This design comes from an exercise in tuning for small area, a short achievable clock period and few clock cycles on the open sky130 flow, not from production work.
Only simulation tests tie the RTL to the original design; equivalence was not proved.

run A:
==> flow/design.v (excerpt) <==
module sonpe (
    input  wire         clk,
    input  wire         rst,           
    input  wire         start,
    input  wire [255:0] seed,          
    input  wire [63:0]  index,
    input  wire [63:0]  list_size,
    output wire         ready,
    output reg          done,
    output reg  [1:0]   err,           
    output wire [63:0]  result
);
Size in the first run: ~14,000 cells after synthesis, about 460 I/O pins, ~110,000 um^2 of cells after synthesis.
export LEC_CHECK = 0
export ABC_AREA = 1
export CAP_MARGIN = 20
export CORE_MARGIN = 2
export CORE_UTILIZATION = 40
export CTS_CLUSTER_DIAMETER = 80
export CTS_CLUSTER_SIZE = 24
export SETUP_SLACK_MARGIN = 5
export SLEW_MARGIN = 20
export SYNTH_HIERARCHICAL = 1
create_clock -name core_clock -period 10.0 [get_ports {clk}]
standard.sh (not shown) runs the stock make flow with config.mk's settings and CLKGATE_MAP_FILE= SYNTH_SCRIPT=/design/flow/synth_recipe.tcl, a recipe that flattens the netlist after the stock synthesis.
==> flow/flow/run.sh <==
#!/bin/bash
set -euo pipefail
bash standard.sh 'BUFFER_PORTS_ARGS=-buffer_cell sky130_fd_sc_hd__buf_1' SETUP_SLACK_MARGIN=5.5 finish > standard.log 2>&1
Run A | status: complete | timing, DRC, antenna: pass
Testbench counts of run A, summed over its fixed seeds: cycles 141,484.
[inputs] run B vs run A
==> flow/flow/run.sh <==
#!/bin/bash
set -euo pipefail
bash standard.sh 'BUFFER_PORTS_ARGS=-buffer_cell sky130_fd_sc_hd__buf_1' SETUP_SLACK_MARGIN=6.5 finish > standard.log 2>&1
==> summary.txt <==
The final reports for run B and run A show core utilization higher in the former.
Run B — fraction of area in clock buffers and inverters 0.34 points lower, run A as reference
Fmax (run B over run A): increase, about 8%
Share of final-layout standard cells stronger than drive strength 1 for run B is higher than for run A.
Relative to run A, the final critical delay including setup and external delays of run B is lower by 310 ps.
Number of non-clock buffers grows by more than half when moving from run A to run B.
Taking run A over run B, the routed wire length ratio works out to 0.947.
Mean routed wirelength per cell ended up 3.3% higher on run B than on run A.
Compared with run A, run B shows a higher layout overhead on the synthesized area.
Post-route cell area (run B / run A): 1.12
### run B -> run C
Settings: SYNTH_HIERARCHICAL: 1 -> unset.
==> flow/flow/run.sh <==
#!/bin/bash
set -euo pipefail
bash standard.sh 'BUFFER_PORTS_ARGS=-buffer_cell sky130_fd_sc_hd__buf_1' SETUP_SLACK_MARGIN=5.5 finish > standard.log 2>&1
Run C reached the final stage; the timing, design-rule and antenna checks on its layout passed. Compared with run B, in run C core area fell by about 10%, final design instance area without fill lost about 17%.
> inputs changed (run C -> run D)
==> flow/flow/run.sh <==
#!/bin/bash
set -euo pipefail
bash standard.sh 'BUFFER_PORTS_ARGS=-buffer_cell sky130_fd_sc_hd__buf_1' SETUP_SLACK_MARGIN=6 finish > standard.log 2>&1
Findings:
- Per the final summary, run D finished and its layout is clean on timing, DRC and antenna.
- Worst hold margin | run D below run C
- Changes observed in run D relative to run C: detailed route wirelength on metal3 went up.
- Going from run C to run D, part of the cycle the worst path needs has increased; shortest clock period the worst path allows after layout has increased; number of H-tree levels has remained practically unchanged.

========
Another version of the RTL of sonpe (not shown whole).
Size: roughly 460 I/O pins, ~100000 sq um of cells after synthesis.
export LEC_CHECK = 0
export CAP_MARGIN = 20
export CORE_MARGIN = 2
export CORE_UTILIZATION = 40
export CTS_CLUSTER_DIAMETER = 80
export CTS_CLUSTER_SIZE = 24
export SETUP_SLACK_MARGIN = 5
export SLEW_MARGIN = 20
export SYNTH_HIERARCHICAL = 1
create_clock -name core_clock -period 10.0 [get_ports {clk}]
==> flow/flow/run.sh <==
#!/bin/bash
set -euo pipefail
bash standard.sh 'BUFFER_PORTS_ARGS=-buffer_cell sky130_fd_sc_hd__buf_1' SETUP_SLACK_MARGIN=5.5 finish > standard.log 2>&1
The starting point ran to the end with no violations.
Testbench counts at the start, summed over its fixed seeds: cycles 141,484.
Next try:
==> flow/run.sh (new file) <==
#!/bin/bash
# synth_recipe.tcl (not shown) runs the flow's synth.tcl, then flattens the netlist and writes it again
# the make line also repeats each setting of config.mk as NAME=value (left out here)
make -C /OpenROAD-flow-scripts/flow DESIGN_CONFIG=/design/flow/config.mk WORK_HOME=/design/flow/orfs CLKGATE_MAP_FILE= SYNTH_SCRIPT=/design/flow/synth_recipe.tcl finish
Settings changed: CTS_CLUSTER_SIZE 24 to 30.
removed: flow/flow/run.sh
removed: flow/standard.sh
Outcome:
- global-route usage decreases by 0.32 points
- core utilization increases by 0.51 points
- critical path depth decreases by 7
- first-iteration DRC count increases slightly
- clock-buffer cell count decreases by 11
Next try:
Settings changed: CTS_CLUSTER_DIAMETER 80 to not set, CTS_CLUSTER_SIZE 30 to not set.
Effect: Design area grows by about 3%; hold slack degrades by 0.017 ns; clock-buffer cell count grows by 171; flip-flop and latch count is unchanged.
Next try:
==> flow/flow/run.sh (new file) <==
#!/bin/bash
# The standard layout (standard.sh: the ORFS flow, synthesis unchanged),
# except that the port buffers are the smallest buffer cell rather than the
# delay buffer buffer_ports picks by default. Every port still gets a buffer.
set -euo pipefail
bash standard.sh 'BUFFER_PORTS_ARGS=-buffer_cell sky130_fd_sc_hd__buf_1' finish > standard.log 2>&1
==> flow/standard.sh (new file) <==
#!/bin/bash
# synth_recipe.tcl (not shown) runs the flow's synth.tcl, then flattens the netlist and writes it again
# the make line also repeats each setting of config.mk as NAME=value (left out here)
make -C /OpenROAD-flow-scripts/flow DESIGN_CONFIG=/design/flow/config.mk WORK_HOME=/design/flow/orfs CLKGATE_MAP_FILE= SYNTH_SCRIPT=/design/flow/synth_recipe.tcl "${@:-finish}"
Settings changed: CTS_CLUSTER_DIAMETER set to 80, CTS_CLUSTER_SIZE set to 24.
removed: flow/run.sh
Effect:
- The new run passed the timing, design-rule and antenna checks
- synthesized cell count is unchanged
- design area shrinks by a few percent
- area after synthesis is unchanged
- count of clock-buffer cells in the layout shrinks by 148
- die area is unchanged

========
Another version of the RTL of sonpe (not shown whole).
Size in the first run: ~14,000 cells after synthesis.
==> flow/config.mk <==
export PLATFORM = sky130hd
export DESIGN_NAME = sonpe
export DESIGN_NICKNAME = sonpe
export VERILOG_FILES = /design/flow/design.v
export SDC_FILE = /design/flow/constraint.sdc
export NUM_CORES = 4
export LEC_CHECK = 0
export ABC_AREA = 1
export CAP_MARGIN = 20
export CORE_MARGIN = 2
export CORE_UTILIZATION = 50
export CTS_CLUSTER_DIAMETER = 80
export CTS_CLUSTER_SIZE = 24
export PLACE_DENSITY = 0.62
export SETUP_SLACK_MARGIN = 5
export SLEW_MARGIN = 20
export SYNTH_HIERARCHICAL = 1
==> flow/constraint.sdc <==
create_clock -name core_clock -period 10.0 [get_ports {clk}]
set_input_delay 2.0000 -clock core_clock [delete_from_list [all_inputs] [get_ports {clk}]]
set_output_delay 2.0000 -clock core_clock [all_outputs]
set_load 0.01 [all_outputs]
==> flow/flow/run.sh <==
#!/bin/bash
set -euo pipefail
bash standard.sh 'BUFFER_PORTS_ARGS=-buffer_cell sky130_fd_sc_hd__buf_1' SETUP_SLACK_MARGIN=6 finish > standard.log 2>&1
Testbench counts at the start, summed over its fixed seeds: cycles 141,484.
Next try:
==> flow/flow/run.sh (replaced) <==
#!/bin/bash
set -euo pipefail
bash standard.sh 'BUFFER_PORTS_ARGS=-buffer_cell sky130_fd_sc_hd__buf_1' SETUP_SLACK_MARGIN=6.25 finish > standard.log 2>&1
- CORE_UTILIZATION: 50 -> 40
- PLACE_DENSITY: 0.62 -> not set
Outcome: Register-to-register slack gets worse by 0.02 ns. Worst setup slack gets worse by 0.024 ns. Routed wire length increases by about 6%. Synthesized cell count stays the same. Via count increases by about 1.6%. Clock skew increases by 0.021 ns. Clock-buffer cell count increases by 20. Sequential cell count does not change. Final area increases by 4.2%.

========
RTL: one of the versions met above, not the one the previous note started from.
Size in the first run: about 460 I/O pins, roughly 0.10 mm2 of cells after synthesis.
Settings: LEC_CHECK=0, CAP_MARGIN=20, CORE_MARGIN=2, CORE_UTILIZATION=55, CTS_CLUSTER_DIAMETER=80, CTS_CLUSTER_SIZE=24, PLACE_DENSITY=0.65, SETUP_SLACK_MARGIN=5, SLEW_MARGIN=20, SYNTH_HIERARCHICAL=1; clock period 10.0 ns.
==> flow/flow/run.sh <==
#!/bin/bash
set -euo pipefail
bash standard.sh 'BUFFER_PORTS_ARGS=-buffer_cell sky130_fd_sc_hd__buf_1' SETUP_SLACK_MARGIN=5.5 finish > standard.log 2>&1
The first run produced a clean layout.
Testbench counts at the start, summed over its fixed seeds: cycles 141,484.
Then changed:
==> flow/flow/run.sh (replaced) <==
#!/bin/bash
set -euo pipefail
bash standard.sh 'BUFFER_PORTS_ARGS=-buffer_cell sky130_fd_sc_hd__buf_1' SETUP_SLACK_MARGIN=6 finish > standard.log 2>&1
- CORE_UTILIZATION: 55 -> 40
- PLACE_DENSITY: 0.65 -> unset
Effect: Worst setup slack gains 0.16 ns. Design area went up by 6.8%. Via count went up by 2.4%. Synthesized cell count is unchanged.
Then changed:
==> flow/flow/run.sh (replaced) <==
#!/bin/bash
set -euo pipefail
bash standard.sh 'BUFFER_PORTS_ARGS=-buffer_cell sky130_fd_sc_hd__buf_1' SETUP_SLACK_MARGIN=5.75 finish > standard.log 2>&1
The new run went through all stages and came out clean.
Cell area goes down by 2.1%.
Synthesized area stays the same.
Cell count is lower by 0.70%.
Wire length goes down by 2.6%.
Via count went down by 1.5%.
Setup slack got worse by 0.028 ns.
Synthesized cell count does not change.
Then changed:
==> flow/flow/run.sh (replaced) <==
#!/bin/bash
set -euo pipefail
bash standard.sh 'BUFFER_PORTS_ARGS=-buffer_cell sky130_fd_sc_hd__buf_1' SETUP_SLACK_MARGIN=5.5 finish > standard.log 2>&1
- CORE_UTILIZATION: 40 -> 62
- PLACE_DENSITY: unset -> 0.72
Outcome:
- hold slack is about the same
- final area came out lower by 4.6%
- utilization climbs by 22 points
- wire length drops by 3.0%
- register-to-register slack got worse by 0.13 ns
Then changed:
==> flow/flow/run.sh (replaced) <==
#!/bin/bash
set -euo pipefail
bash standard.sh 'BUFFER_PORTS_ARGS=-buffer_cell sky130_fd_sc_hd__buf_1' SETUP_SLACK_MARGIN=6 finish > standard.log 2>&1
- ABC_AREA: unset -> 1
- CORE_UTILIZATION: 62 -> 40
- PLACE_DENSITY: 0.72 -> unset
Synthesized area came out higher by about 7%. First-iteration DRC count came out higher by 1.8%. Worst setup slack is better by 0.51 ns. Global-route usage came out lower by 9.4 points. Core utilization came out lower by 22 points.

## re-timing with driven ports
The flow's constraints put no driver on any port. The routed layouts listed below were extracted and timed again, unchanged, in two steps. Step 1 assumes that a clkbuf_16 drives the clock port and a buf_2 every other input. Step 2 adds t to the input delays and takes it off the output delays; t is the mean of the earliest and latest rising clock arrival at the registers after step 1. Input paths then give back, and output paths get back, about the clock's delay inside the block. Three values: ideal, step 1, step 2; two values: the first two.
run	t (ns)	setup WS [ns]	hold slack, ns	worst data-port slew with drivers (ns)
run A	0.943	5.687 / 5.687 / 5.687	0.306 / 0.306 / 0.306	0.18
run B	0.940	5.993 / 5.993 / 5.588	0.297 / 0.297 / 0.297	0.28
run C	0.917	5.323 / 5.323 / 5.323	0.315 / 0.315 / 0.315	0.21
run D	0.933	5.154 / 5.154 / 5.154	0.300 / 0.300 / 0.300	0.16
the first run of note 2	0.918	5.537 / 5.537 / 5.537	0.310 / 0.310 / 0.310	0.18
the second run of note 2	0.913	5.109 / 5.109 / 5.109	0.304 / 0.304 / 0.304	0.16
the third run of note 2	0.964	5.142 / 5.142 / 5.142	0.287 / 0.287 / 0.287	0.17
the fourth run of note 2	0.918	5.090 / 5.090 / 5.090	0.295 / 0.295 / 0.295	0.16
the first run of note 3	0.939	6.100 / 6.085 / 5.688	0.293 / 0.293 / 0.293	0.22
the second run of note 3	0.928	6.076 / 6.076 / 5.951	0.304 / 0.304 / 0.304	0.16
the first run of note 4	0.902	5.519 / 5.519 / 5.519	0.317 / 0.317 / 0.317	0.17
the second run of note 4	0.948	5.683 / 5.683 / 5.683	0.274 / 0.274 / 0.274	0.14
the third run of note 4	0.907	5.655 / 5.655 / 5.655	0.308 / 0.308 / 0.308	0.13
the fourth run of note 4	0.885	5.528 / 5.528 / 5.528	0.306 / 0.306 / 0.306	0.09
the fifth run of note 4	0.944	6.033 / 6.033 / 6.033	0.305 / 0.305 / 0.305	0.18
After both steps setup and hold are still met in every run listed. The setup slack of the first run of note 3, which loses most, moves by -0.015 ns with the drivers and by -0.412 ns with both steps.
